This design comes from an exercise in tuning for small area and a short achievable clock period on the open sky130 flow, not from production work.
Function was checked by simulation only, so behaviour that the tests miss may differ from the original.
Power and IR drop assume default switching activity.

--- flow/run.sh ---
#!/bin/bash
set -o pipefail
export BUFFER_PORTS_ARGS="-buffer_cell sky130_fd_sc_hd__buf_1"
bash standard.sh SETUP_SLACK_MARGIN=6 finish > standard.log 2>&1
--- standard.sh ---
#!/bin/bash
# synth_recipe.tcl (not shown) runs the flow's synth.tcl, then flattens the netlist and writes it again
# the make line also repeats each setting of config.mk as NAME=value (left out here)
make -C /OpenROAD-flow-scripts/flow DESIGN_CONFIG=/design/flow/config.mk WORK_HOME=/design/flow/orfs CLKGATE_MAP_FILE= SYNTH_SCRIPT=/design/flow/synth_recipe.tcl "${@:-finish}"
--- config.mk ---
export PLATFORM = sky130hd
export DESIGN_NAME = cps_core
export DESIGN_NICKNAME = cps_core
export VERILOG_FILES = /design/flow/design.v
export SDC_FILE = /design/flow/constraint.sdc
export NUM_CORES = 4
export LEC_CHECK = 0
export CAP_MARGIN = 20
export CORE_MARGIN = 2
export CORE_UTILIZATION = 68
export CTS_CLUSTER_DIAMETER = 80
export CTS_CLUSTER_SIZE = 24
export SLEW_MARGIN = 20
--- constraint.sdc ---
create_clock -name core_clock -period 9.0 [get_ports {clk}]
set_input_delay 1.8000 -clock core_clock [delete_from_list [all_inputs] [get_ports {clk}]]
set_output_delay 1.8000 -clock core_clock [all_outputs]
set_load 0.01 [all_outputs]
--- design.v ---
module cps_hd (
    input  wire [63:0] w,
    input  wire        a_prod,
    input  wire [4:0]  a_rd,
    input  wire        b_prod,
    input  wire [4:0]  b_rd,
    input  wire        c_prod,
    input  wire [4:0]  c_rd,
    output wire [5:0]  m
);
    wire [2:0] op    = w[2:0];
    wire       s1_v  = (op <= 3'd5) && w[17];
    wire       s2_v  = (op <= 3'd5) && (op != 3'd2) && w[23];
    wire [4:0] s1    = w[16:12];
    wire [4:0] s2    = w[22:18];
    assign m[0] = s1_v && a_prod && (a_rd == s1);
    assign m[1] = s1_v && b_prod && (b_rd == s1);
    assign m[2] = s1_v && c_prod && (c_rd == s1);
    assign m[3] = s2_v && a_prod && (a_rd == s2);
    assign m[4] = s2_v && b_prod && (b_rd == s2);
    assign m[5] = s2_v && c_prod && (c_rd == s2);
endmodule
module cps_tgt (
    input  wire [5:0] a,
    input  wire [5:0] b,
    output wire [5:0] s,
    output wire [7:0] s_lo,     
    output wire [7:0] s_hi      
);
    wire [3:0] lo = {1'b0, a[2:0]} + {1'b0, b[2:0]} + 4'd1;
    wire       c3 = lo[3];
    wire [2:0] hi0 = a[5:3] + b[5:3];
    wire [2:0] hi1 = a[5:3] + b[5:3] + 3'd1;
    assign s = {c3 ? hi1 : hi0, lo[2:0]};
    wire [7:0]  bl = 8'd1 << b[2:0];
    wire [7:0]  bh = 8'd1 << b[5:3];
    wire [15:0] rl = {bl[6:0], bl[7], bl[6:0], bl[7]} << a[2:0];
    wire [15:0] rh = {bh, bh} << a[5:3];
    wire [7:0]  h0 = rh[15:8];
    assign s_lo = rl[15:8];
    assign s_hi = c3 ? {h0[6:0], h0[7]} : h0;
endmodule
module cps_lt8 (
    input  wire [7:0] a,
    input  wire [7:0] b,
    output wire       lt
);
    wire [7:0] ua = {~a[7], a[6:0]};
    wire [7:0] ub = {~b[7], b[6:0]};
    wire [7:0] l1 = ~ua & ub;
    wire [7:0] e1 = ~(ua ^ ub);
    wire [3:0] l2, e2;
    genvar i;
    generate
        for (i = 0; i < 4; i = i + 1) begin : g2
            assign l2[i] = l1[2*i+1] | (e1[2*i+1] & l1[2*i]);
            assign e2[i] = e1[2*i+1] & e1[2*i];
        end
    endgenerate
    wire l3a = l2[3] | (e2[3] & l2[2]);
    wire e3a = e2[3] & e2[2];
    wire l3b = l2[1] | (e2[1] & l2[0]);
    assign lt = l3a | (e3a & l3b);
endmodule
module cps_inc32 (
    input  wire [31:0] q,
    input  wire        en,
    output wire [31:0] s
);
    wire [7:0] g = {&q[31:28], &q[27:24], &q[23:20], &q[19:16],
                    &q[15:12], &q[11:8],  &q[7:4],   &q[3:0]};
    wire [7:0] gp;
    assign gp[0] = en;
    assign gp[1] = gp[0] & g[0];
    assign gp[2] = gp[1] & g[1];
    assign gp[3] = gp[2] & g[2];
    assign gp[4] = gp[3] & g[3];
    assign gp[5] = gp[4] & g[4];
    assign gp[6] = gp[5] & g[5];
    assign gp[7] = gp[6] & g[6];
    wire [31:0] in_g = {&q[30:28], &q[29:28], q[28], 1'b1,
                        &q[26:24], &q[25:24], q[24], 1'b1,
                        &q[22:20], &q[21:20], q[20], 1'b1,
                        &q[18:16], &q[17:16], q[16], 1'b1,
                        &q[14:12], &q[13:12], q[12], 1'b1,
                        &q[10:8],  &q[9:8],   q[8],  1'b1,
                        &q[6:4],   &q[5:4],   q[4],  1'b1,
                        &q[2:0],   &q[1:0],   q[0],  1'b1};
    assign s = q ^ (in_g & {{4{gp[7]}}, {4{gp[6]}}, {4{gp[5]}}, {4{gp[4]}},
                            {4{gp[3]}}, {4{gp[2]}}, {4{gp[1]}}, {4{gp[0]}}});
endmodule
module cps_bpu #(
    parameter PA_W = 6
) (
    input  wire            clk,
    input  wire            bp_rst,
    input  wire            we,
    input  wire [PA_W-1:0] wa,
    input  wire [4:0]      wd,
    input  wire [7:0]      ra_lo,   
    input  wire [7:0]      ra_hi,   
    output wire [4:0]      rd,      
    output reg             pend,
    output reg  [PA_W-1:0] pend_a,
    output reg  [4:0]      pend_d
);
    localparam NENT = 1 << PA_W;
    localparam [4:0] E_RST = 5'b01_01_0;
    reg [5*NENT-1:0] tabv;    
    always @(posedge clk) begin
        pend   <= we;
        pend_a <= wa;
        pend_d <= wd;
    end
    always @(posedge clk) begin
        if (bp_rst)
            tabv <= {NENT{E_RST}};
        else if (pend)
            tabv[5*pend_a +: 5] <= pend_d;
    end
    wire [39:0] grp;
    genvar h, l;
    generate
        for (h = 0; h < 8; h = h + 1) begin : g_grp
            wire [39:0] sel;
            for (l = 0; l < 8; l = l + 1) begin : g_sel
                assign sel[5*l +: 5] = {5{ra_lo[l]}} & tabv[5*(8*h+l) +: 5];
            end
            assign grp[5*h +: 5] = sel[4:0] | sel[9:5] | sel[14:10] | sel[19:15] |
                                   sel[24:20] | sel[29:25] | sel[34:30] | sel[39:35];
        end
    endgenerate
    wire [39:0] gsel = {{5{ra_hi[7]}}, {5{ra_hi[6]}}, {5{ra_hi[5]}}, {5{ra_hi[4]}},
                        {5{ra_hi[3]}}, {5{ra_hi[2]}}, {5{ra_hi[1]}}, {5{ra_hi[0]}}} & grp;
    assign rd = gsel[4:0] | gsel[9:5] | gsel[14:10] | gsel[19:15] |
                gsel[24:20] | gsel[29:25] | gsel[34:30] | gsel[39:35];
endmodule
module cps_core #(
    parameter PA_W  = 6,
    parameter CNT_W = 32
) (
    input  wire             clk,
    input  wire             rst,
    input  wire             bp_rst,
    input  wire             cfg_fwd_en,
    input  wire             cfg_bp_en,
    input  wire [2:0]       cfg_bp_kind,
    input  wire [PA_W:0]    cfg_prog_len,
    output wire [PA_W-1:0]  rom_addr,
    output wire             rom_en,
    input  wire [63:0]      rom_data,
    output wire             running,
    output wire             halted,
    output wire [CNT_W-1:0] m_cycles,
    output wire [CNT_W-1:0] m_retired,
    output wire [CNT_W-1:0] m_raw_stalls,
    output wire [CNT_W-1:0] m_control_stalls,
    output wire [CNT_W-1:0] m_bp_predictions,
    output wire [CNT_W-1:0] m_bp_mispredictions,
    output wire [CNT_W-1:0] bp_calls,
    output wire [CNT_W-1:0] t_calls1,
    output wire [CNT_W-1:0] t_calls2,
    output wire             rec_valid,
    output wire [20:0]      rec_if,
    output wire [20:0]      rec_id,
    output wire [20:0]      rec_ex,
    output wire [20:0]      rec_mem,
    output wire [20:0]      rec_wb,
    output wire             hz_stall,
    output wire [1:0]       fwd_sel1,
    output wire [1:0]       fwd_sel2
);
    localparam K_EMPTY = 2'd0, K_INSTR = 2'd1, K_STALL = 2'd2, K_FLUSH = 2'd3;
    localparam OP_LOAD = 3'd2, OP_BEQ = 3'd4, OP_BNE = 3'd5, OP_NOP = 3'd6, OP_HALT = 3'd7;
    reg          fwd_q, bpen_q, k1_q, k2_q, k3_q, k4_q;
    reg [PA_W:0] len_q;
    always @(posedge clk) begin
        fwd_q  <= cfg_fwd_en;
        bpen_q <= cfg_bp_en;
        k1_q   <= (cfg_bp_kind == 3'd1);
        k2_q   <= (cfg_bp_kind == 3'd2);
        k3_q   <= (cfg_bp_kind == 3'd3);
        k4_q   <= (cfg_bp_kind == 3'd4);
        len_q  <= cfg_prog_len;
    end
    reg             halted_q, running_q, recv_q;
    reg [1:0]       flush_q;
    reg [PA_W-1:0]  pc_q;           
    reg             pcok_q;         
    reg [PA_W-1:0]  ra_q;           
    reg [7:0]       ra_lo, ra_hi;   
    reg             re_q;           
    reg [PA_W-1:0]  ra_o;           
    reg             re_o;           
    reg             hz_o, halted_o;
    reg             hz_q;
    reg [1:0]       fs1_q, fs2_q;
    reg [1:0]  if_kind;  reg [2:0] if_op;  reg [15:0] if_id;
    reg        if_prod;  reg [4:0] if_rd;  reg        if_ld;
    reg        if_br;    reg       if_act;
    reg [PA_W-1:0] if_tgt;  reg    if_tok;   
    reg [PA_W-1:0] if_pos;
    reg [4:0]  if_e;                          
    reg [5:0]  if_m;                          
    reg [1:0]  id_kind;  reg [2:0] id_op;  reg [15:0] id_id;
    reg        id_prod;  reg [4:0] id_rd;
    reg        id_br;    reg       id_misp;  reg id_act;
    reg [PA_W-1:0] id_corr; reg    id_cok;    
    reg [PA_W-1:0] id_pos;
    reg [4:0]  id_e;                          
    reg        id_q1, id_q2;                  
    reg [1:0]  ex_kind;  reg [2:0] ex_op;  reg [15:0] ex_id;
    reg        ex_prod;  reg [4:0] ex_rd;
    reg [1:0]  mw_kind;  reg [2:0] mw_op;  reg [15:0] mw_id;
    reg [1:0]  wb_kind;  reg [2:0] wb_op;  reg [15:0] wb_id;
    reg [CNT_W-1:0] cyc_q, ret_q, raw_q, ctl_q, bpp_q, bpm_q, calls_q;
    reg [CNT_W-1:0] tc_q;    
    wire exec     = !rst && !halted_q;
    wire flushing = (flush_q != 2'd0);
    wire suppress = flushing || hz_q;
    wire fetched  = re_q;
    wire misp     = id_misp;
    wire mw_halt = (mw_kind == K_INSTR) && (mw_op == OP_HALT);
    wire mw_ret  = (mw_kind == K_INSTR) && (mw_op != OP_HALT) && (mw_op != OP_NOP);
    wire ex_halt = (ex_kind == K_INSTR) && (ex_op == OP_HALT);
    function pred_of(input [4:0] e, input k1, input k2, input k3, input k4);
        pred_of = k1 | (k2 & e[0]) | (k3 & e[2]) | (k4 & (e[4] ? e[2] : e[0]));
    endfunction
    wire pred_req = !suppress && if_br && bpen_q;
    wire upd      = id_br && bpen_q;
    wire same     = pred_req && (if_pos == id_pos);
    wire q1       = same ? if_e[0] : id_q1;
    wire q2       = same ? if_e[2] : id_q2;
    wire [1:0] tb = id_e[2:1];
    wire [1:0] ch = id_e[4:3];
    wire [1:0] tb_n = id_act ? ((tb == 2'd3) ? 2'd3 : tb + 2'd1)
                             : ((tb == 2'd0) ? 2'd0 : tb - 2'd1);
    wire [1:0] ch_n = (q1 == q2) ? ch :
                      (q2 == id_act) ? ((ch == 2'd3) ? 2'd3 : ch + 2'd1)
                                     : ((ch == 2'd0) ? 2'd0 : ch - 2'd1);
    wire [4:0] e_new = {k4_q ? ch_n : ch, (k3_q | k4_q) ? tb_n : tb,
                        (k2_q | k4_q) ? id_act : id_e[0]};
    wire [4:0]      e_t;
    wire            pend;
    wire [PA_W-1:0] pend_a;
    wire [4:0]      pend_d;
    cps_bpu #(.PA_W(PA_W)) u_bpu (
        .clk(clk), .bp_rst(bp_rst), .we(exec && upd), .wa(id_pos), .wd(e_new),
        .ra_lo(ra_lo), .ra_hi(ra_hi), .rd(e_t),
        .pend(pend), .pend_a(pend_a), .pend_d(pend_d)
    );
    wire fix_f = upd && (id_pos == ra_q);
    wire hit_f = pend && (pend_a == ra_q);
    wire [4:0] e_f_fix = fix_f ? e_new : hit_f ? pend_d : e_t;
    wire [4:0] if_e_fix = (upd && id_pos == if_pos) ? e_new : if_e;
    wire [2:0]  w_op   = rom_data[2:0];
    wire        w_prod = (w_op <= OP_LOAD) && rom_data[11];
    wire        w_ld   = (w_op == OP_LOAD) && rom_data[11];
    wire        w_br   = (w_op == OP_BEQ) || (w_op == OP_BNE);
    wire [15:0] w_imm  = rom_data[47:32];
    wire [PA_W:0]   f1    = {1'b0, ra_q} + 1'b1;           
    wire            f1_ok = (f1 < len_q);
    wire [PA_W-1:0] w_tgt;
    wire [7:0]      w_tgt_lo, w_tgt_hi;
    cps_tgt u_tgt (.a(ra_q), .b(w_imm[PA_W-1:0]), .s(w_tgt),
                   .s_lo(w_tgt_lo), .s_hi(w_tgt_hi));
    wire [7:0] lo8 = {2'b11, ~ra_q};                  
    wire [7:0] hi8 = {1'b0, len_q} + {2'b11, ~ra_q};  
    wire       imm_small = (w_imm[15:7] == 9'd0) || (w_imm[15:7] == 9'h1ff);
    wire       ge_lo_n, lt_hi;
    cps_lt8 u_lo (.a(w_imm[7:0]), .b(lo8), .lt(ge_lo_n));
    cps_lt8 u_hi (.a(w_imm[7:0]), .b(hi8), .lt(lt_hi));
    wire       ge_lo = !ge_lo_n;
    wire            w_tok = imm_small && ge_lo && lt_hi;
    wire            p_f_fix = fix_f ? pred_of(e_new, k1_q, k2_q, k3_q, k4_q) :
                              hit_f ? pred_of(pend_d, k1_q, k2_q, k3_q, k4_q) :
                                      pred_of(e_t, k1_q, k2_q, k3_q, k4_q);
    wire            w_pt  = w_br && bpen_q && p_f_fix;
    wire [5:0] w_m;
    cps_hd u_hd (
        .w(rom_data),
        .a_prod(if_prod), .a_rd(if_rd),
        .b_prod(id_prod), .b_rd(id_rd),
        .c_prod(ex_prod), .c_rd(ex_rd),
        .m(w_m)
    );
    reg [5:0] n_m;
    always @(*) begin
        if (misp)          n_m = 6'd0;
        else if (fetched)  n_m = w_m;
        else if (suppress) n_m = {if_m[4:3], 1'b0, if_m[1:0], 1'b0};
        else               n_m = 6'd0;
    end
    wire n_hz = fwd_q ? ((n_m[0] | n_m[3]) & if_ld) : (|n_m);
    wire [1:0] n_fs1 = !fwd_q ? 2'd0 : n_m[0] ? 2'd1 : n_m[1] ? 2'd2 : n_m[2] ? 2'd3 : 2'd0;
    wire [1:0] n_fs2 = !fwd_q ? 2'd0 : n_m[3] ? 2'd1 : n_m[4] ? 2'd2 : n_m[5] ? 2'd3 : 2'd0;
    wire if_pt  = if_br && bpen_q && pred_of(if_e_fix, k1_q, k2_q, k3_q, k4_q);
    wire hold_t = suppress && if_pt;
    wire [PA_W-1:0] n_ra_c = hold_t ? if_tgt : pc_q;
    wire [PA_W-1:0] n_ra = fetched ? (w_pt ? w_tgt : f1[PA_W-1:0]) : n_ra_c;
    wire [7:0] f1_lo = {ra_lo[6:0], ra_lo[7]};
    wire [7:0] f1_hi = ra_lo[7] ? {ra_hi[6:0], ra_hi[7]} : ra_hi;
    wire [7:0] n_lo = fetched ? (w_pt ? w_tgt_lo : f1_lo)
                              : (8'd1 << n_ra_c[2:0]);
    wire [7:0] n_hi = fetched ? (w_pt ? w_tgt_hi : f1_hi)
                              : (8'd1 << n_ra_c[5:3]);
    wire n_aok = fetched ? (w_pt ? w_tok : f1_ok) : (hold_t ? if_tok : pcok_q);
    wire n_re  = !misp && (flush_q != 2'd2) && !n_hz && n_aok && !ex_halt && !mw_halt;
    wire if_pred  = bpen_q && pred_of(if_e, k1_q, k2_q, k3_q, k4_q);
    wire n_misp   = if_br && (if_pred != if_act);
    always @(posedge clk) begin
        if (fetched) begin
            if_op  <= w_op;
            if_id  <= rom_data[63:48];
            if_rd  <= rom_data[10:6];
            if_act <= w_imm[15];
            if_tgt <= w_tgt;
            if_tok <= w_tok;
            if_pos <= ra_q;
        end
        if_e    <= fetched ? e_f_fix : if_e_fix;
        id_op   <= if_op;
        id_id   <= if_id;
        id_rd   <= if_rd;
        id_act  <= if_act;
        id_corr <= if_act ? if_tgt : pc_q;
        id_cok  <= if_act ? if_tok : pcok_q;
        id_pos  <= if_pos;
        id_e    <= if_e_fix;
        id_q1   <= if_e[0];
        id_q2   <= if_e[2];
        ex_op <= id_op;  ex_id <= id_id;  ex_rd <= id_rd;
        mw_op <= ex_op;  mw_id <= ex_id;
        wb_kind <= mw_kind;  wb_op <= mw_op;  wb_id <= mw_id;
    end
    always @(posedge clk) begin
        if (rst) begin
            flush_q   <= 2'd0;
            pc_q      <= {PA_W{1'b0}};
            pcok_q    <= (cfg_prog_len != 0);
            ra_q      <= {PA_W{1'b0}};
            ra_lo     <= 8'd1;
            ra_hi     <= 8'd1;
            ra_o      <= {PA_W{1'b0}};
            re_q      <= (cfg_prog_len != 0);
            hz_q      <= 1'b0;
            hz_o      <= 1'b0;
            fs1_q     <= 2'd0;
            fs2_q     <= 2'd0;
            if_kind   <= K_EMPTY;
            if_prod   <= 1'b0;
            if_ld     <= 1'b0;
            if_br     <= 1'b0;
            if_m      <= 6'd0;
            id_kind   <= K_EMPTY;
            id_prod   <= 1'b0;
            id_br     <= 1'b0;
            id_misp   <= 1'b0;
            ex_kind   <= K_EMPTY;
            ex_prod   <= 1'b0;
            mw_kind   <= K_EMPTY;
        end else begin
            flush_q   <= misp ? 2'd2 : flushing ? flush_q - 2'd1 : 2'd0;
            if (misp) begin
                pc_q   <= id_corr;
                pcok_q <= id_cok;
            end else if (fetched) begin
                pc_q   <= f1[PA_W-1:0];
                pcok_q <= f1_ok;
            end
            ra_q  <= n_ra;
            ra_lo <= n_lo;
            ra_hi <= n_hi;
            hz_q  <= n_hz;
            re_q  <= n_re;
            if (!halted_q) begin
                ra_o <= n_ra;
                hz_o <= n_hz;
            end
            fs1_q <= n_fs1;
            fs2_q <= n_fs2;
            if_m <= n_m;
            if (misp) begin
                if_kind <= K_FLUSH;
                if_prod <= 1'b0;
                if_ld   <= 1'b0;
                if_br   <= 1'b0;
            end else if (fetched) begin
                if_kind <= K_INSTR;
                if_prod <= w_prod;
                if_ld   <= w_ld;
                if_br   <= w_br;
            end else if (!suppress) begin
                if_kind <= K_EMPTY;
                if_prod <= 1'b0;
                if_ld   <= 1'b0;
                if_br   <= 1'b0;
            end
            id_kind <= flushing ? K_FLUSH : hz_q ? K_STALL : if_kind;
            id_prod <= !suppress && if_prod;
            id_br   <= !suppress && if_br;
            id_misp <= !suppress && n_misp;
            ex_kind <= id_kind;
            ex_prod <= id_prod;
            mw_kind <= ex_kind;
        end
    end
    wire [CNT_W-1:0] cyc_q_inc;
    cps_inc32 u_cyc_inc (.q(cyc_q), .en(!halted_q), .s(cyc_q_inc));
    wire [CNT_W-1:0] ret_q_inc;
    cps_inc32 u_ret_inc (.q(ret_q), .en(!halted_q && mw_ret), .s(ret_q_inc));
    wire [CNT_W-1:0] raw_q_inc;
    cps_inc32 u_raw_inc (.q(raw_q), .en(!halted_q && !flushing && hz_q), .s(raw_q_inc));
    wire [CNT_W-1:0] ctl_q_inc;
    cps_inc32 u_ctl_inc (.q(ctl_q), .en(!halted_q && flushing), .s(ctl_q_inc));
    wire [CNT_W-1:0] bpp_q_inc;
    cps_inc32 u_bpp_inc (.q(bpp_q), .en(!halted_q && id_br), .s(bpp_q_inc));
    wire [CNT_W-1:0] bpm_q_inc;
    cps_inc32 u_bpm_inc (.q(bpm_q), .en(!halted_q && misp), .s(bpm_q_inc));
    wire [CNT_W-1:0] calls_q_inc;
    cps_inc32 u_calls_inc (.q(calls_q), .en(!halted_q && pred_req), .s(calls_q_inc));
    wire run = !halted_q;
    always @(posedge clk) begin
        if (rst) begin
            halted_q  <= 1'b0;
            halted_o  <= 1'b0;
            running_q <= 1'b1;
            recv_q    <= 1'b0;
            re_o      <= (cfg_prog_len != 0);
            cyc_q     <= {CNT_W{1'b0}};
            ret_q     <= {CNT_W{1'b0}};
            raw_q     <= {CNT_W{1'b0}};
            ctl_q     <= {CNT_W{1'b0}};
            bpp_q     <= {CNT_W{1'b0}};
            bpm_q     <= {CNT_W{1'b0}};
        end else begin
            halted_q  <= halted_q | mw_halt;
            halted_o  <= halted_o | mw_halt;
            running_q <= running_q & !mw_halt;
            recv_q    <= run;
            re_o      <= run && n_re;
            cyc_q <= cyc_q_inc;
            ret_q <= ret_q_inc;
            raw_q <= raw_q_inc;
            ctl_q <= ctl_q_inc;
            bpp_q <= bpp_q_inc;
            bpm_q <= bpm_q_inc;
        end
    end
    always @(posedge clk) begin
        if (bp_rst) begin
            calls_q <= {CNT_W{1'b0}};
            tc_q    <= {CNT_W{1'b0}};
        end else if (!rst) begin
            calls_q <= calls_q_inc;
            tc_q    <= calls_q_inc & {CNT_W{k4_q}};
        end
    end
    assign rom_addr = ra_o;
    assign rom_en   = re_o;
    assign halted   = halted_o;
    assign running  = running_q;
    assign m_cycles            = cyc_q;
    assign m_retired           = ret_q;
    assign m_raw_stalls        = raw_q;
    assign m_control_stalls    = ctl_q;
    assign m_bp_predictions    = bpp_q;
    assign m_bp_mispredictions = bpm_q;
    assign bp_calls            = calls_q;
    assign t_calls1            = tc_q;
    assign t_calls2            = t_calls1;
    assign rec_valid = recv_q;
    assign rec_if    = {if_kind, if_op, if_id};
    assign rec_id    = {id_kind, id_op, id_id};
    assign rec_ex    = {ex_kind, ex_op, ex_id};
    assign rec_mem   = {mw_kind, mw_op, mw_id};
    assign rec_wb    = {wb_kind, wb_op, wb_id};
    assign hz_stall = hz_o;
    assign fwd_sel1 = fs1_q;
    assign fwd_sel2 = fs2_q;
endmodule
==> reports/metrics.cfg, run 1 <==
[min_path]
hold_path.class = reg2reg

[critical_path]
crit_path_max_fanout = 7
crit_type = in2reg
endpoint_kind = flip-flop
required_ns = 9.53
r2r_setup_slack_ns = 5.66
startpoint_type = input pin
critPathArrivalTime_ns = 4.01

[synthesis]
syn_inst = 3655
yosysWarnings = 2
synthesis.area_um2 = 34700
synth_edf_count = 39
synth-seq-cells = 821
synthArstFlopShare = 0
synth_ff_type = dfxtp_1
ys_seq_area_frac = 0.485
yosysUniqueCellTypes = 90
avgSynthCellArea_um2 = 9.49

[finish]
area_delta_synth_final_pct = 18.0
seq_area_um2 = 17100
nFillCells = 3092
final_common_cell = dfxtp_1
final_cell_mix = 598 x dfxtp_1, 549 x nor2_1, 252 x a22oi_1, 239 x buf_1, 202 x nand2_1
layoutNonFillerInstCount = 4760
fin_nets = 4247
multi_input_area_um2 = 17600
final_area_um2 = 40900
drive_above_1_share = 0.216
antenna_cells = 0
utilization = 0.814

[floorplanning]
core_area_um2 = 50300
die_height_um = 230
initial_core_util = 0.690
dieWidth_um = 230
die_area_um2 = 52800
pin_count = 487
row_count = 82

[clocking]
cts.clk_slew.worst_paths_ns = 0.09
ctsHoldBuffers = 0
clk_latency_ns = 0.64
cts_root_buf = clkbuf_16
cts_tree = done
clkSinkCount = 821
numCtsBuffers = 41
clk_path_buf_depth = 3
htree_levels = 2

[place]
place_inst = 4566
gp_congestion = 0.957
placed_area_um2 = 36500
io_buffers = 475
detailed_place_hpwl_um = 74300

[power_and_ir_drop]
irDropWorstVdd_v = 0.000199
intPower_mw = 4.95
switching_power_mw = 1.99
pwr-share-seq = 0.558
p_per_area_nw_per_um2 = 169
p_leak_nw = 15.9
clkPwrFrac = 0.301
p_sw_frac = 0.286
comb_power_share = 0.141

[grt]
grt_pass1_wl_um = 169000
grt_max_degree = 120
grt-ovfl-total = 0
grt_pass1_vias = 29500
antenna_found_initial = 1
grt_use_total = 0.406

[detailed_routing]
drt_wl_total_um = 118000
drt_iter0_drc = 4546
routedWlPerCell_um = 24.9
postRouteAntennaNets = 0
viasPerCell = 6.65
drtPass1Iterations = 7
post-route-drc-count = 0
vias = 31600

[sta]
fin_crit_ns = 3.48
max_freq_mhz = 287
tns_ns = 0
final_max_slew_viol_count = 0
setup_viol = 0
relSlewSlack = 0.156
min_period_over_period = 0.387
skew_ns = 0.0407
hold_viol_final = 0
rsz0062_at_grt = yes
tightest_slew_ns = 1.26

[outcome]
status = timing/DRC/antenna clean

[flow_run]
maxCapViolations = 0

## cell type report
| type | instances | area share |
|---|---|---|
| Multi-Input combinational cell | 2487 | 0.430 |
| Clock inverter | 4 | 0.00141 |
| Clock buffer | 54 | 0.0275 |
| Timing Repair Buffer | 627 | 0.0932 |
| Sequential cell | 821 | 0.419 |
| Tap cell | 672 | 0.0205 |
| Inverter | 95 | 0.00902 |
## Yosys cell counts, drive strengths merged, types with 48 or more instances
| cell type | count | area share |
|---|---|---|
| a211o | 63 | 0.016 |
| a21oi | 91 | 0.013 |
| a22oi | 270 | 0.058 |
| a32oi | 80 | 0.020 |
| buf | 104 | 0.017 |
| clkbuf | 161 | 0.017 |
| dfxtp | 782 | 0.45 |
| ha | 92 | 0.033 |
| inv | 91 | 0.0099 |
| mux2i | 69 | 0.020 |
| nand2 | 212 | 0.023 |
| nand3 | 92 | 0.013 |
| nand4 | 66 | 0.013 |
| nor2 | 589 | 0.064 |
| nor2b | 96 | 0.017 |
| nor3 | 48 | 0.0075 |
| xnor2 | 155 | 0.039 |
| xor2 | 98 | 0.025 |
## per-stage QoR
stage	hold WS [ns]	power, mW	setup slack, ns
3_3_place_gp	0.333	4.68	4.21
5_1_grt	0.357	7.10	5.47
3_5_place_dp	0.333	4.71	4.14
2_1_floorplan	0.329	4.41	5.08
6_report	0.344	6.94	5.52
4_1_cts	0.351	6.81	5.56
## flip-flops by register name, indices dropped and copies added, names as in the netlist, 16 cells and up
signal and count:
mw_id 16, ex_id 16, ret_q 32, if_id 16, raw_q 32, tc_q 32, bpp_q 32, ctl_q 32
bpm_q 32, calls_q 32, u_bpu.tabv 320, wb_id 16, cyc_q 32, id_id 16
## worst max-delay path, stage by stage
cell,delay (ns)
buf_12,0.11
inv_8,0.05
ha_4,0.19
nor2b_4,0.12
o21a_1,0.20
or3_4,0.39
buf_4,0.16
o32a_1,0.38
mux2i_2,0.24
nand3_1,0.13
a311oi_2,0.23
## metal layers
metal / routed length (um) / up-vias / global-route usage / share of wire
met5: 0 / - / 0 / 0
met4: 8610 / 0 / 0.234 / 0.073
met3: 13300 / 595 / 0.0895 / 0.11
met2: 53500 / 2133 / 0.652 / 0.45
met1: 42900 / 15100 / 0.507 / 0.36
li1: - / 13800 / - / -
## timing repair
item	CTS	global route
setup endpoints to repair	770	501
setup buffers	65	50
gates resized for setup	498	295
gates cloned	14	7
pin swaps	69	87
endpoints found under the hold margin	0	0
## path summary, 6_finish.rpt
path,from,to,depth (start not counted)
worst max register to register,ra_lo[4]$_SDFF_PP0_,ra_lo[2]$_SDFF_PP0_,12
worst min register to register,ex_id[11]$_DFF_P_,mw_id[11]$_DFF_P_,0
worst min-delay path,ex_id[11]$_DFF_P_,mw_id[11]$_DFF_P_,0
worst max-delay path,rom_data[33],ra_hi[4]$_SDFFE_PP0P_,11
## power groups by stage
stage / clock network, mW / logic [mW] / registers (mW)
floorplan: 0 / 0.494 / 3.92
global placement: 0 / 0.739 / 3.94
detailed placement: 0 / 0.759 / 3.95
CTS: 2.09 / 0.853 / 3.86
global route: 2.22 / 1.00 / 3.88
finish: 2.09 / 0.976 / 3.87
## cells by family (layout without fill, tap and decap cells)
logic type / Yosys count / in the layout / synth area share
buffers and inverters: 360 / 780 / 0.0448
and+or+nand+nor: 1289 / 1301 / 0.180
muxes: 91 / 91 / 0.0274
adders and majority gates: 97 / 97 / 0.0355
xor gates and xnor gates: 253 / 253 / 0.0639
DFF: 821 / 821 / 0.485
AOI/OAI and AO/OA: 744 / 745 / 0.163
==> run 2, diff against run 1 <==
--- a/config.mk
+++ b/config.mk
@@ -8,6 +8,7 @@
 export CAP_MARGIN = 20
 export CORE_MARGIN = 2
-export CORE_UTILIZATION = 68
+export CORE_UTILIZATION = 60
 export CTS_CLUSTER_DIAMETER = 80
 export CTS_CLUSTER_SIZE = 24
 export SLEW_MARGIN = 20
+export SYNTH_HIERARCHICAL = 1
==> run 2 against run 1 <==
Sequential share of layout area down 0.63 points. Final cell count grew 0.48%. Critical endpoint is now re_o$_DFF_P_. Critical path depth is 6 higher. Critical path type is now reg2reg. Routed wire length shrank 8.2%. Core utilization fell by 11 points. Sequential cell count is the same. Highest routed layer is now met5. Setup slack improved by 0.094 ns. Synthesized cell count fell by 1.4%.
==> reports/metrics.cfg, run 2 <==
[outcome]
status = timing/DRC/antenna clean

[grt]
grt_pass1_wl_um = 163000  ; -3.7%
grt_use_total = 0.338  ; -0.0685
grt_max_degree = 112  ; -6.7%
antenna_found_initial = 1  ; unchanged
grt-ovfl-total = 0  ; unchanged
grt_pass1_vias = 28400  ; -3.8%

[min_path]
hold_path.class = reg2reg
hold_depth = 0  ; unchanged

[sta]
rsz0062_at_grt = yes
final_max_slew_viol_count = 0  ; unchanged
worst_hold_slack_ns = 0.347  ; +0.00262 ns
tightest_slew_ns = 1.05  ; -0.209 ns
min_period_over_period = 0.376  ; -0.0104
skew_ns = 0.0301  ; -0.0106 ns
relSlewSlack = 0.298  ; +0.142
setup_viol = 0  ; unchanged
fin_crit_ns = 3.39  ; -0.0935 ns
max_freq_mhz = 295  ; +2.8%
tns_ns = 0  ; unchanged
hold_viol_final = 0  ; unchanged

[critical_path]
r2r_cells = 17  ; +5
crit_path_max_fanout = 2  ; -5
crit_type = reg2reg
endpoint_kind = flip-flop
required_ns = 9.52  ; about the same
critPathArrivalTime_ns = 3.90  ; -0.11 ns
startpoint_type = flip-flop

[power_and_ir_drop]
irDropWorstVdd_v = 0.000213  ; +7.1%
switching_power_mw = 2.02  ; +1.7%
intPower_mw = 5.06  ; +2.2%
p_total_mw = 7.08  ; +2.1%
pwr-share-seq = 0.551  ; -0.007
p_per_area_nw_per_um2 = 170  ; +0.25%
comb_power_share = 0.141  ; about the same
clkPwrFrac = 0.308  ; +0.007
p_sw_frac = 0.285  ; -0.00115
p_leak_nw = 16.6  ; +4.3%

[synthesis]
synth.area.top_cells = dfxtp_1 44%, a22oi_1 4.6%, nor2b_1 4.5%
avgSynthCellArea_um2 = 9.86  ; +3.9%
synthArstFlopShare = 0  ; unchanged
syn_inst = 3605  ; -1.4%
yosysWarnings = 8  ; +6
ys_seq_area_frac = 0.473  ; -0.0118
synth_ff_type = dfxtp_1
synthesis.area_um2 = 35500  ; +2.5%
synth_common_cells = 782 x dfxtp_1, 276 x nor2_1, 257 x nor2b_1
synth_area_leader_cell = dfxtp_1
synth-seq-cells = 821  ; unchanged
netlist.area_leader.share = 0.441  ; -0.0110
synth_edf_count = 39  ; unchanged
yosysUniqueCellTypes = 98  ; +8.9%
synth_most_common_cell = dfxtp_1

[clocking]
cts_root_buf = clkbuf_16
htree_levels = 2  ; unchanged
cts.clk_slew.worst_paths_ns = 0.10  ; about the same
clkSinkCount = 821  ; unchanged
cts_tree = done
clk_latency_ns = 0.62  ; -0.02 ns
clk_path_buf_depth = 3  ; unchanged
numCtsBuffers = 43  ; +4.9%

[floorplanning]
initial_core_util = 0.604  ; -0.0852
pin_count = 487  ; unchanged
row_count = 89  ; +8.5%
core_area_um2 = 58800  ; +17%
dieWidth_um = 247  ; +7.6%
die_height_um = 247  ; +7.6%
die_area_um2 = 61200  ; +16%

[finish]
area_delta_synth_final_pct = 17.3
final_common_cell = dfxtp_1
antenna_cells = 0  ; unchanged
drive_above_1_share = 0.224  ; +0.00843
nFillCells = 4521  ; +46%
largest_register_ffs = 320  ; unchanged
utilization = 0.709  ; -0.105
final_cell_mix = 579 x dfxtp_1, 254 x nor2b_1, 250 x nor2_1, 229 x buf_1, 195 x a22oi_1
layoutNonFillerInstCount = 4783  ; +0.48%
fin_nets = 4155  ; -2.2%
max_flop_register = u_bpu.tabv

[detailed_routing]
drtPass1Iterations = 8  ; +1
post-route-drc-count = 0  ; unchanged
vias = 29900  ; -5.5%
postRouteAntennaNets = 0  ; unchanged
routedWlPerCell_um = 22.7  ; -8.7%
drt_wl_total_um = 109000  ; -8.2%
viasPerCell = 6.25  ; -5.9%
drt_iter0_drc = 2935  ; -35%

[place]
io_buffers = 475  ; unchanged
place_inst = 4619  ; +1.2%
gp_congestion = 0.913  ; -4.5%
detailed_place_hpwl_um = 72300  ; -2.7%

[flow_run]
maxCapViolations = 0  ; unchanged

-- run 2: cell count changes after synthesis, moves of 29 or more --
cell	delta
a32oi_1	-79
nor2b_1	+161
a22o_1	+104
nand4_1	+66
a21oi_1	+49
nand2b_1	+30
nand2_1	-56
a221o_1	+65
a22oi_1	-52
a211o_1	-55
o211ai_1	-30
nor2_1	-311
a32o_1	+29
-- run 2: through the flow --
| stage | worst slack [ns] | cell area (um2) |
|---|---|---|
| 6_report | 5.61 | 41700 |
| 5_1_grt | 5.41 | 41700 |
| 4_1_cts | 5.66 | 40900 |
| 3_5_place_dp | 4.13 | 37600 |
| 3_3_place_gp | 4.14 | 37600 |
| 2_1_floorplan | 5.54 | 35800 |
-- run 2: path summary, 6_finish.rpt --
| check | end | slack [ns] | from |
|---|---|---|---|
| worst min-delay path | wb_id[13]$_DFF_P_ | 0.35 | mw_id[13]$_DFF_P_ |
| worst max register to register | re_o$_DFF_P_ | 5.61 | len_q[0]$_DFF_P_ |
| worst min register to register | wb_id[13]$_DFF_P_ | 0.35 | mw_id[13]$_DFF_P_ |
| worst max-delay path | re_o$_DFF_P_ | 5.61 | len_q[0]$_DFF_P_ |
-- run 2: critical path: stages (launching register included) --
cell      delay (ns)
dfxtp_1         0.38
ha_4            0.19
fa_2            0.35
a21oi_2         0.13
nor2_1          0.05
nor2_1          0.14
o21bai_1        0.09
a21oi_1         0.18
xnor2_1         0.09
ha_1            0.30
nand4_1         0.14
a211oi_2        0.16
or3_1           0.14
nor3b_4         0.23
nand2b_4        0.16
mux2i_1         0.08
a211o_1         0.30
o31ai_2         0.19
-- run 2: per-module statistics from Yosys (local to each module, per instance), a selection --
module     flip-flops and latches  area [um2]
cps_tgt                         0         812
cps_lt8                         0         185
cps_inc32                       0         574
cps_hd                          0         388
cps_core                      489       16300
-- run 2: layout make-up --
| cell class | instances | area [um2] | area share |
|---|---|---|---|
| Clock buffer | 56 | 1130 | 0.0272 |
| Clock inverter | 12 | 144 | 0.00345 |
| Inverter | 92 | 367 | 0.00880 |
| Multi-Input combinational cell | 2424 | 18100 | 0.436 |
| Sequential cell | 821 | 17200 | 0.412 |
| Tap cell | 773 | 967 | 0.0232 |
| Timing Repair Buffer | 605 | 3730 | 0.0895 |
-- run 2: cell families after synthesis --
kind of cell / Yosys count / synth area share
xor gates and xnor gates: 246 / 0.0617
buffers and inverters: 363 / 0.0455
and+or+nand+nor: 1194 / 0.186
DFF: 821 / 0.473
adders and majority gates: 90 / 0.0323
muxes: 114 / 0.0328
AOI/OAI and AO/OA: 776 / 0.168
other: 1 / 0.000106
-- run 2: timing repair --
item	4_1_cts	5_1_grt
hold buffers	0	0
gates cloned	10	0
endpoints found under the setup margin	816	440
buffers inserted	59	27
pin swaps	40	26
resized for setup	565	189
-- run 2: per-layer routing --
metal | vias to the layer above | share of wire | track usage
met5 | - | 0.00010 | 0
met1 | 14500 | 0.40 | 0.431
met2 | 1413 | 0.47 | 0.558
met3 | 310 | 0.084 | 0.0656
met4 | 2 | 0.047 | 0.146
li1 | 13700 | - | -
-- run 2: power by group through the flow --
| stage | sequential [mW] | combinational, mW | clock, mW |
|---|---|---|---|
| global route | 3.91 | 1.06 | 2.35 |
| floorplan | 3.94 | 0.566 | 0 |
| finish | 3.90 | 1.00 | 2.18 |
| global placement | 3.97 | 0.805 | 0 |
| CTS | 3.89 | 0.937 | 2.21 |
| detailed placement | 3.98 | 0.824 | 0 |
==> run 3, diff against run 2 <==
==> flow/run.sh (replaced) <==
#!/bin/bash
set -o pipefail
export BUFFER_PORTS_ARGS="-buffer_cell sky130_fd_sc_hd__buf_1"
bash standard.sh SETUP_SLACK_MARGIN=5.5 finish > standard.log 2>&1
--- a/config.mk
+++ b/config.mk
@@ -12,3 +12,2 @@
 export CTS_CLUSTER_SIZE = 24
 export SLEW_MARGIN = 20
-export SYNTH_HIERARCHICAL = 1
==> run 3 against run 2 <==
Sequential power hardly changed. Area after synthesis shrank 2.4%. Final cell count down 0.71%. Critical path depth decreased by 9. Critical path type unchanged. Critical endpoint is now u_bpu.tabv[183]$_SDFFE_PP1P_. Highest routed layer is now met4.
==> reports/metrics.cfg, run 3 <==
[outcome]
status = timing/DRC/antenna clean

[critical_path]
startpoint_type = flip-flop
endpoint_kind = flip-flop
cpMostUsedCell = nand2_1
crit_chain = inv_1, ha_1, nand2_1, xor2_1, nand2_1, nor2_4, nand3_1, a211o_1
worst-path-buf-inv = 1  ; +1
cpMaxStageDelayCell = nor2_4
r2r_cells = 8  ; -9
cpLargestDelayFamily = simple AND/OR/NAND/NOR gates
required_ns = 9.51  ; about the same
cpPeakStageDelay_ns = 0.76  ; +0.38 ns
crit_path_max_fanout = 39  ; +37
critPathArrivalTime_ns = 4.11  ; +0.21 ns
rr_endpoint = u_bpu.tabv[183]$_SDFFE_PP1P_
r2r_start = u_bpu.pend_a[0]$_DFF_P_
crit_type = reg2reg
r2r_setup_slack_ns = 5.40  ; -0.21 ns

[floorplanning]
die_area_um2 = 59700  ; -2.4%
pin_count = 487  ; unchanged
die_height_um = 244  ; -1.2%
dieWidth_um = 244  ; -1.2%
row_count = 88  ; -1.1%
core_area_um2 = 57400  ; -2.4%
initial_core_util = 0.604  ; about the same

[sta]
setup_viol = 0  ; unchanged
max_freq_mhz = 278  ; -6.0%
fin_crit_ns = 3.60  ; +0.215 ns
final_max_slew_viol_count = 0  ; unchanged
skew_ns = 0.0240  ; -0.00608 ns
tightest_slew_ns = 1.26  ; +0.202 ns
tns_ns = 0  ; unchanged
min_period_over_period = 0.400  ; +0.0239
worst_hold_slack_ns = 0.353  ; +0.00624 ns
hold_viol_final = 0  ; unchanged
rsz0062_at_grt = yes
relSlewSlack = 0.157  ; -0.141

[detailed_routing]
drt_wl_total_um = 107000  ; -1.3%
postRouteAntennaNets = 0  ; unchanged
post-route-drc-count = 0  ; unchanged
vias = 29500  ; -1.5%
drtPass1Iterations = 7  ; -1
routedWlPerCell_um = 22.6  ; -0.63%
drt_iter0_drc = 2761  ; -5.9%
viasPerCell = 6.20  ; -0.84%

[finish]
max_flop_register = u_bpu.tabv
fin_nets = 4138  ; -0.41%
drive_above_1_share = 0.0613  ; -0.163
area_delta_synth_final_pct = 10.5
layoutNonFillerInstCount = 4749  ; -0.71%
final_common_cell = dfxtp_1
final_cell_mix = 776 x dfxtp_1, 574 x nor2_1, 466 x buf_1, 268 x a22oi_1, 209 x nand2_1
largest_register_ffs = 320  ; unchanged
nFillCells = 4824  ; +6.7%

[place]
gp_congestion = 0.940  ; +2.9%
place_inst = 4663  ; +0.95%
detailed_place_hpwl_um = 74400  ; +2.8%
io_buffers = 475  ; unchanged

[power_and_ir_drop]
p_per_area_nw_per_um2 = 178  ; +4.6%
irDropWorstVdd_v = 0.000198  ; -7.4%
p_leak_nw = 14.1  ; -15%

[min_path]
whs_endpoint = wb_id[9]$_DFF_P_
min_from = mw_id[9]$_DFF_P_
hold_path.class = reg2reg
hold_depth = 0  ; unchanged

[grt]
grt_pass1_wl_um = 161000  ; -1.0%
grt-ovfl-total = 0  ; unchanged
antenna_found_initial = 1  ; unchanged
grt_max_degree = 234  ; +110%
grt_use_total = 0.342  ; +0.00365
grt_pass1_vias = 27500  ; -3.0%

[synthesis]
syn_inst = 3655  ; +1.4%
yosysWarnings = 2  ; -6
muxShareOfSynthArea = 0.0274  ; -0.00539
synth.area.top_cells = dfxtp_1 45%, nor2_1 6.4%, a22oi_1 5.8%
synth_edf_count = 39  ; unchanged
synthSimpleGateAreaFrac = 0.180  ; -0.00614
yosysUniqueCellTypes = 90  ; -8.2%
synth_common_cells = 782 x dfxtp_1, 587 x nor2_1, 270 x a22oi_1
synth_most_common_cell = dfxtp_1
synth_compound_area_frac = 0.163  ; -0.00500
avgSynthCellArea_um2 = 9.49  ; -3.8%
synthesis.area_um2 = 34700  ; -2.4%
synth_top_family_by_area = simple AND/OR/NAND/NOR gates
synth-seq-cells = 821  ; unchanged
netlist.area_leader.share = 0.452  ; +0.0110
synth-xor-area-share = 0.0639  ; +0.00223
synthAdderAreaFrac = 0.0355  ; +0.00326
synth_area_leader_cell = dfxtp_1
synthArstFlopShare = 0  ; unchanged
ys_seq_area_frac = 0.485  ; +0.0118
synth_ff_type = dfxtp_1

[clocking]
cts_tree = done
clkSinkCount = 821  ; unchanged
cts_root_buf = clkbuf_16
htree_levels = 2  ; unchanged
numCtsBuffers = 41  ; -4.7%
clk_path_buf_depth = 3  ; unchanged
cts.clk_slew.worst_paths_ns = 0.10  ; about the same
clk_latency_ns = 0.62  ; about the same

[flow_run]
maxCapViolations = 0  ; unchanged

[run 3: logic make-up after synthesis]
group | Yosys count
simple gates | 1289
flops | 821
compound gates | 744
buf+inv | 360
xor+xnor | 253
fa+ha+maj | 97
mux | 91
[run 3: worst max-delay path by stage]
stage	startpoint	endpoint	slack (ns)	cells past startpoint
2_1_floorplan	rom_data[33]	ra_hi[7]$_SDFFE_PP0P_	5.08	13
6_report	u_bpu.pend_a[0]$_DFF_P_	u_bpu.tabv[183]$_SDFFE_PP1P_	5.40	8
3_5_place_dp	rom_data[33]	ra_hi[4]$_SDFFE_PP0P_	4.30	12
5_1_grt	u_bpu.pend_a[0]$_DFF_P_	u_bpu.tabv[181]$_SDFFE_PP1P_	5.19	8
4_1_cts	u_bpu.pend_a[0]$_DFF_P_	u_bpu.tabv[44]$_SDFFE_PP0P_	5.49	7
3_3_place_gp	rom_data[33]	ra_hi[4]$_SDFFE_PP0P_	4.40	12
[run 3: layer usage]
layer | vias up | GRT usage | share of wire
met5 | - | 0 | 0
met4 | 0 | 0.148 | 0.043
met3 | 274 | 0.0553 | 0.078
met2 | 1294 | 0.566 | 0.48
met1 | 14300 | 0.442 | 0.40
li1 | 13600 | - | -
[run 3: through the flow]
stage | area (um2) | total power [mW] | util | setup slack (ns)
finish | 38300 | 6.81 | 0.668 | 5.40
global route | 38300 | 7.02 | 0.668 | 5.19
CTS | 37900 | 6.80 | 0.661 | 5.49
detailed placement | 36600 | 4.71 | 0.638 | 4.30
global placement | 36600 | 4.70 | 0.638 | 4.40
floorplan | 34700 | 4.41 | - | 5.08
[run 3: power breakdown]
group	total, mW	internal (mW)	switching [mW]
clock	2.13	0.928	1.20
combinational	0.817	0.231	0.586
sequential	3.87	3.76	0.103
[run 3: worst reg2reg max path: cells and delay by family, from the launching register on]
family	cells	cell delay [ns]
buf+inv	1	0.27
xor+xnor	1	0.39
fa+ha+maj	1	0.33
compound gates	1	0.42
flops	1	0.50
simple gates	4	1.60
[run 3: area by class of cell]
cell class / instances / area [um2] / area share
sequential: 821 / 16800 / 0.440
multi-input combinational: 2476 / 16600 / 0.434
timing repair buffer: 529 / 2290 / 0.0598
clock buffer: 51 / 1080 / 0.0283
tap: 765 / 957 / 0.0250
inverter: 95 / 365 / 0.00954
clock inverter: 11 / 143 / 0.00372
antenna: 1 / 2.50 / 0.0000653
[run 3: timing repair]
action	CTS	global route
hold buffers	0	0
gates resized for setup	22	58
endpoints found under the setup margin	173	170
pin swaps	4	10
cloned	1	1
buffers inserted	6	14
==> run 4, diff against run 3 <==
--- a/design.v
+++ b/design.v
@@ -26,11 +26,13 @@
     output wire [5:0] s,
     output wire [7:0] s_lo,     
-    output wire [7:0] s_hi      
+    output wire [7:0] s_hi,     
+    output wire       c6        
 );
     wire [3:0] lo = {1'b0, a[2:0]} + {1'b0, b[2:0]} + 4'd1;
     wire       c3 = lo[3];
-    wire [2:0] hi0 = a[5:3] + b[5:3];
-    wire [2:0] hi1 = a[5:3] + b[5:3] + 3'd1;
-    assign s = {c3 ? hi1 : hi0, lo[2:0]};
+    wire [3:0] hi0 = {1'b0, a[5:3]} + {1'b0, b[5:3]};
+    wire [3:0] hi1 = {1'b0, a[5:3]} + {1'b0, b[5:3]} + 4'd1;
+    assign s  = {c3 ? hi1[2:0] : hi0[2:0], lo[2:0]};
+    assign c6 = c3 ? hi1[3] : hi0[3];
     wire [7:0]  bl = 8'd1 << b[2:0];
     wire [7:0]  bh = 8'd1 << b[5:3];
@@ -41,26 +43,4 @@
     assign s_hi = c3 ? {h0[6:0], h0[7]} : h0;
 endmodule
-module cps_lt8 (
-    input  wire [7:0] a,
-    input  wire [7:0] b,
-    output wire       lt
-);
-    wire [7:0] ua = {~a[7], a[6:0]};
-    wire [7:0] ub = {~b[7], b[6:0]};
-    wire [7:0] l1 = ~ua & ub;
-    wire [7:0] e1 = ~(ua ^ ub);
-    wire [3:0] l2, e2;
-    genvar i;
-    generate
-        for (i = 0; i < 4; i = i + 1) begin : g2
-            assign l2[i] = l1[2*i+1] | (e1[2*i+1] & l1[2*i]);
-            assign e2[i] = e1[2*i+1] & e1[2*i];
-        end
-    endgenerate
-    wire l3a = l2[3] | (e2[3] & l2[2]);
-    wire e3a = e2[3] & e2[2];
-    wire l3b = l2[1] | (e2[1] & l2[0]);
-    assign lt = l3a | (e3a & l3b);
-endmodule
 module cps_inc32 (
     input  wire [31:0] q,
@@ -263,14 +243,17 @@
     wire [PA_W-1:0] w_tgt;
     wire [7:0]      w_tgt_lo, w_tgt_hi;
+    wire            w_c6;
     cps_tgt u_tgt (.a(ra_q), .b(w_imm[PA_W-1:0]), .s(w_tgt),
-                   .s_lo(w_tgt_lo), .s_hi(w_tgt_hi));
-    wire [7:0] lo8 = {2'b11, ~ra_q};                  
-    wire [7:0] hi8 = {1'b0, len_q} + {2'b11, ~ra_q};  
-    wire       imm_small = (w_imm[15:7] == 9'd0) || (w_imm[15:7] == 9'h1ff);
-    wire       ge_lo_n, lt_hi;
-    cps_lt8 u_lo (.a(w_imm[7:0]), .b(lo8), .lt(ge_lo_n));
-    cps_lt8 u_hi (.a(w_imm[7:0]), .b(hi8), .lt(lt_hi));
-    wire       ge_lo = !ge_lo_n;
-    wire            w_tok = imm_small && ge_lo && lt_hi;
+                   .s_lo(w_tgt_lo), .s_hi(w_tgt_hi), .c6(w_c6));
+    wire       imm_z = (w_imm[15:6] == 10'd0);
+    wire       imm_o = (w_imm[15:6] == 10'h3ff);
+    wire       in_64 = w_c6 ? imm_o : imm_z;
+    wire [7:0] n_hi_lt = (8'd1 << len_q[5:3]) - 8'd1;      
+    wire [7:0] n_hi_eq = (8'd1 << len_q[5:3]);
+    wire [7:0] n_lo_lt = (8'd1 << len_q[2:0]) - 8'd1;      
+    wire       t_lt_n  = len_q[6] ||
+                         (|(w_tgt_hi & n_hi_lt)) ||
+                         ((|(w_tgt_hi & n_hi_eq)) && (|(w_tgt_lo & n_lo_lt)));
+    wire            w_tok = in_64 && t_lt_n;
     wire            p_f_fix = fix_f ? pred_of(e_new, k1_q, k2_q, k3_q, k4_q) :
                               hit_f ? pred_of(pend_d, k1_q, k2_q, k3_q, k4_q) :
==> flow/run.sh (replaced) <==
#!/bin/bash
set -o pipefail
export BUFFER_PORTS_ARGS="-buffer_cell sky130_fd_sc_hd__buf_1"
bash standard.sh SETUP_SLACK_MARGIN=6 finish > standard.log 2>&1
==> run 4 against run 3 <==
Synthesized cell count fell by 2.0%. Final cell count up 0.13%. Sequential power is essentially flat. Via count up 2.4%. First-iteration DRC count rose by 2.8%. Routed wire length is 1.6% lower. Critical path depth is 4 higher. Sequential cell count is the same. Setup slack got worse by 0.41 ns. Clock power shrank 5%. Design area up 5.3%.
==> reports/metrics.cfg, run 4 <==
[outcome]
status = timing/DRC/antenna clean

[place]
io_buffers = 475  ; unchanged
gp_congestion = 0.899  ; -4.4%
detailed_place_hpwl_um = 66900  ; -10%
place_inst = 4576  ; -1.9%
placed_area_um2 = 36600  ; about the same
pre_cts_slack_ns = 3.85  ; -0.455 ns

[power_and_ir_drop]
p_sw_frac = 0.274  ; -0.00317
comb_power_share = 0.121  ; about the same
irDropWorstVdd_v = 0.000210  ; +6.2%
p_leak_nw = 15.4  ; +9.6%
switching_power_mw = 1.84  ; -2.6%
pwr-share-seq = 0.576  ; +0.009
p_per_area_nw_per_um2 = 166  ; -6.5%
clkPwrFrac = 0.303  ; -0.010
intPower_mw = 4.87  ; -1.1%

[synthesis]
synthesis.area_um2 = 34500  ; -0.57%
synth-seq-cells = 821  ; unchanged
netlist.area_leader.share = 0.454  ; +0.00259
synth_area_leader_cell = dfxtp_1
synth_ff_type = dfxtp_1
synth_common_cells = 782 x dfxtp_1, 516 x nor2_1, 195 x a22oi_1
avgSynthCellArea_um2 = 9.62  ; +1.4%
synth.area.top_cells = dfxtp_1 45%, nor2_1 5.6%, a22oi_1 4.2%
yosysUniqueCellTypes = 92  ; +2.2%
synthArstFlopShare = 0  ; unchanged
syn_inst = 3583  ; -2.0%
yosysWarnings = 2  ; unchanged
synth_edf_count = 39  ; unchanged
synth_most_common_cell = dfxtp_1
ys_seq_area_frac = 0.488  ; +0.00278

[detailed_routing]
post-route-drc-count = 0  ; unchanged
postRouteAntennaNets = 0  ; unchanged
drtPass1Iterations = 8  ; +1
highest_layer = met5
routedWlPerCell_um = 22.2  ; -1.7%
wl_met3_um = 8840  ; +5.4%
drt_wl_total_um = 105000  ; -1.6%
viasPerCell = 6.34  ; +2.3%
met2_length_um = 49500  ; -3.1%
wl_met1_um = 43300  ; +0.37%
vias = 30200  ; +2.4%
drt_iter0_drc = 2838  ; +2.8%

[min_path]
hold_path.class = reg2reg
hold_depth = 0  ; unchanged
min_from = id_id[8]$_DFF_P_

[clocking]
clk_latency_ns = 0.62  ; about the same
clk_path_buf_depth = 3  ; unchanged
cts.clk_slew.worst_paths_ns = 0.10  ; about the same
clkSinkCount = 821  ; unchanged
cts_root_buf = clkbuf_16
cts_tree = done
htree_levels = 2  ; unchanged
numCtsBuffers = 40  ; -2.4%
ctsHoldBuffers = 0  ; unchanged

[finish]
largest_register_ffs = 320  ; unchanged
fin_nets = 4135  ; -0.072%
final_cell_mix = 635 x dfxtp_1, 497 x nor2_1, 300 x buf_1, 193 x a22oi_1, 174 x nand2_1
layoutNonFillerInstCount = 4755  ; +0.13%
drive_above_1_share = 0.187  ; +0.126
final_common_cell = dfxtp_1
area_delta_synth_final_pct = 17.0
max_flop_register = u_bpu.tabv
final_area_um2 = 40300  ; +5.3%
utilization = 0.713  ; +0.0448

[floorplanning]
die_height_um = 244  ; -0.28%
initial_core_util = 0.609  ; +0.00463
row_count = 87  ; -1.1%
pin_count = 487  ; unchanged
core_area_um2 = 56600  ; -1.3%
die_area_um2 = 59400  ; -0.56%
dieWidth_um = 244  ; -0.28%

[sta]
hold_viol_final = 0  ; unchanged
tns_ns = 0  ; unchanged
setup_viol = 0  ; unchanged
skew_ns = 0.0239  ; -0.000123 ns
rsz0062_at_grt = yes
max_freq_mhz = 249  ; -10%
tightest_slew_ns = 1.09  ; -0.169 ns
relSlewSlack = 0.270  ; +0.114
fin_crit_ns = 4.01  ; +0.406 ns
setup_slack_ns = 4.99  ; -0.406 ns
final_max_slew_viol_count = 0  ; unchanged
min_period_over_period = 0.445  ; +0.0451

[critical_path]
cpMaxStageDelayCell = a2111oi_4
worst-path-buf-inv = 1  ; unchanged
crit_chain = buf_8, ha_4, o21a_1, a21boi_4, a21oi_2, a311o_1, a22o_1, a221oi_2, o221ai_2, a2111oi_4, o221a_2, o41ai_2
path_depth = 12  ; +4
required_ns = 9.48  ; -0.03 ns
critPathArrivalTime_ns = 4.49  ; +0.38 ns
cp-startpoint = rom_data[34]
r2r_start = ra_lo[0]$_SDFF_PP1_
crit_type = in2reg
cpLargestDelayFamily = compound AO/OA/AOI/OAI gates
crit_path_max_fanout = 7  ; -82%
cpPeakStageDelay_ns = 0.42  ; -0.34 ns
endpoint_kind = flip-flop
startpoint_type = input pin
r2r_cells = 13  ; +5

[grt]
antenna_found_initial = 2  ; +1
grt_max_degree = 207  ; -12%
grt_pass1_wl_um = 160000  ; -0.36%
grt_pass1_vias = 28400  ; +3.3%
grt_use_total = 0.335  ; -0.00706
grt-ovfl-total = 0  ; unchanged

[flow_run]
maxCapViolations = 0  ; unchanged

[run 4: changes by cell type after synthesis, moves of 19 or more]
cell and change:
nor2_1 -71, a32oi_1 +70, clkbuf_1 +24, a22oi_1 -75, nand2_1 -33, nor4_1 +21
buf_2 -27, a221o_1 +64, a211o_1 -38, a31oi_1 -19
[run 4: metrics by stage]
stage / power, mW / hold WS, ns
6_report: 6.71 / 0.348
5_1_grt: 6.92 / 0.354
4_1_cts: 6.67 / 0.349
3_5_place_dp: 4.64 / 0.333
3_3_place_gp: 4.62 / 0.332
2_1_floorplan: 4.38 / 0.346
[run 4: path summary, 6_finish.rpt]
check                                              to  slack [ns]
worst min-delay path                 ex_id[8]$_DFF_P_        0.35
worst max register to register  ra_hi[4]$_SDFFE_PP0P_        5.17
worst min register to register       ex_id[8]$_DFF_P_        0.35
worst max-delay path                     re_o$_DFF_P_        4.99
[run 4: layout make-up]
cell class | count | area (um2)
antenna | 2 | 5.00
clock buffer | 56 | 1090
clock inverter | 4 | 36.3
fill | 4329 | 16300
inverter | 78 | 299
multi-input combinational | 2408 | 17300
sequential | 821 | 17100
tap | 756 | 946
timing repair buffer | 630 | 3590
[run 4: kinds of logic after synthesis]
| logic type | share of synthesized area |
|---|---|
| AND/OR/NAND/NOR | 0.177 |
| multiplexers | 0.0295 |
| XOR/XNOR | 0.0633 |
| adder cells (fa/ha/maj) | 0.0284 |
| buffers and inverters | 0.0480 |
| AO/OA/AOI/OAI | 0.166 |
| flip-flops | 0.488 |
[run 4: repair_timing]
action	4_1_cts	5_1_grt
endpoints found under the hold margin	0	0
cloned	7	2
pin swaps	55	52
buffers inserted	65	43
resized for setup	362	225
endpoints found under the setup margin	626	523
[run 4: power groups by stage]
stage	combinational (mW)	sequential, mW	clock, mW
floorplan	0.455	3.92	0
global placement	0.674	3.94	0
detailed placement	0.688	3.95	0
CTS	0.746	3.86	2.07
global route	0.853	3.88	2.19
finish	0.809	3.87	2.03
[run 4: routing by layer]
layer	up-vias	GRT usage
met4	2	0.126
met2	1486	0.548
met5	-	0
li1	13700	-
met3	239	0.0524
met1	14700	0.446

==> what the ideal ports hide <==
The results above use ideal ports. As a check the final layouts listed here were re-extracted and re-timed, cells and wires unchanged.
Step 1: set_driving_cell puts a clkbuf_16 on clk and a buf_2 on each other input, an assumption about the parent block.
Step 2 moves the port delays by t, midway between the first and last clock arrival at a register: inputs arrive t later, outputs are due t later. That takes back most of the time a late clock gives input paths.
a / b / c = ideal ports / drivers / drivers and shift; a / b = the first two.
| run | t, ns | slack for setup (ns) | hold WS [ns] |
|---|---|---|---|
| run 1 | 0.677 | 5.519 / 5.516 / 4.839 | 0.344 / 0.344 / 0.344 |
| run 2 | 0.663 | 5.612 / 5.612 / 4.997 | 0.347 / 0.347 / 0.347 |
| run 3 | 0.673 | 5.397 / 5.397 / 4.819 | 0.353 / 0.353 / 0.353 |
| run 4 | 0.669 | 4.992 / 4.982 / 4.313 | 0.348 / 0.348 / 0.348 |
After both steps every run listed still meets setup and hold. The setup slack of run 1, which loses most, moves by -0.003 ns with the drivers and by -0.680 ns with both steps.
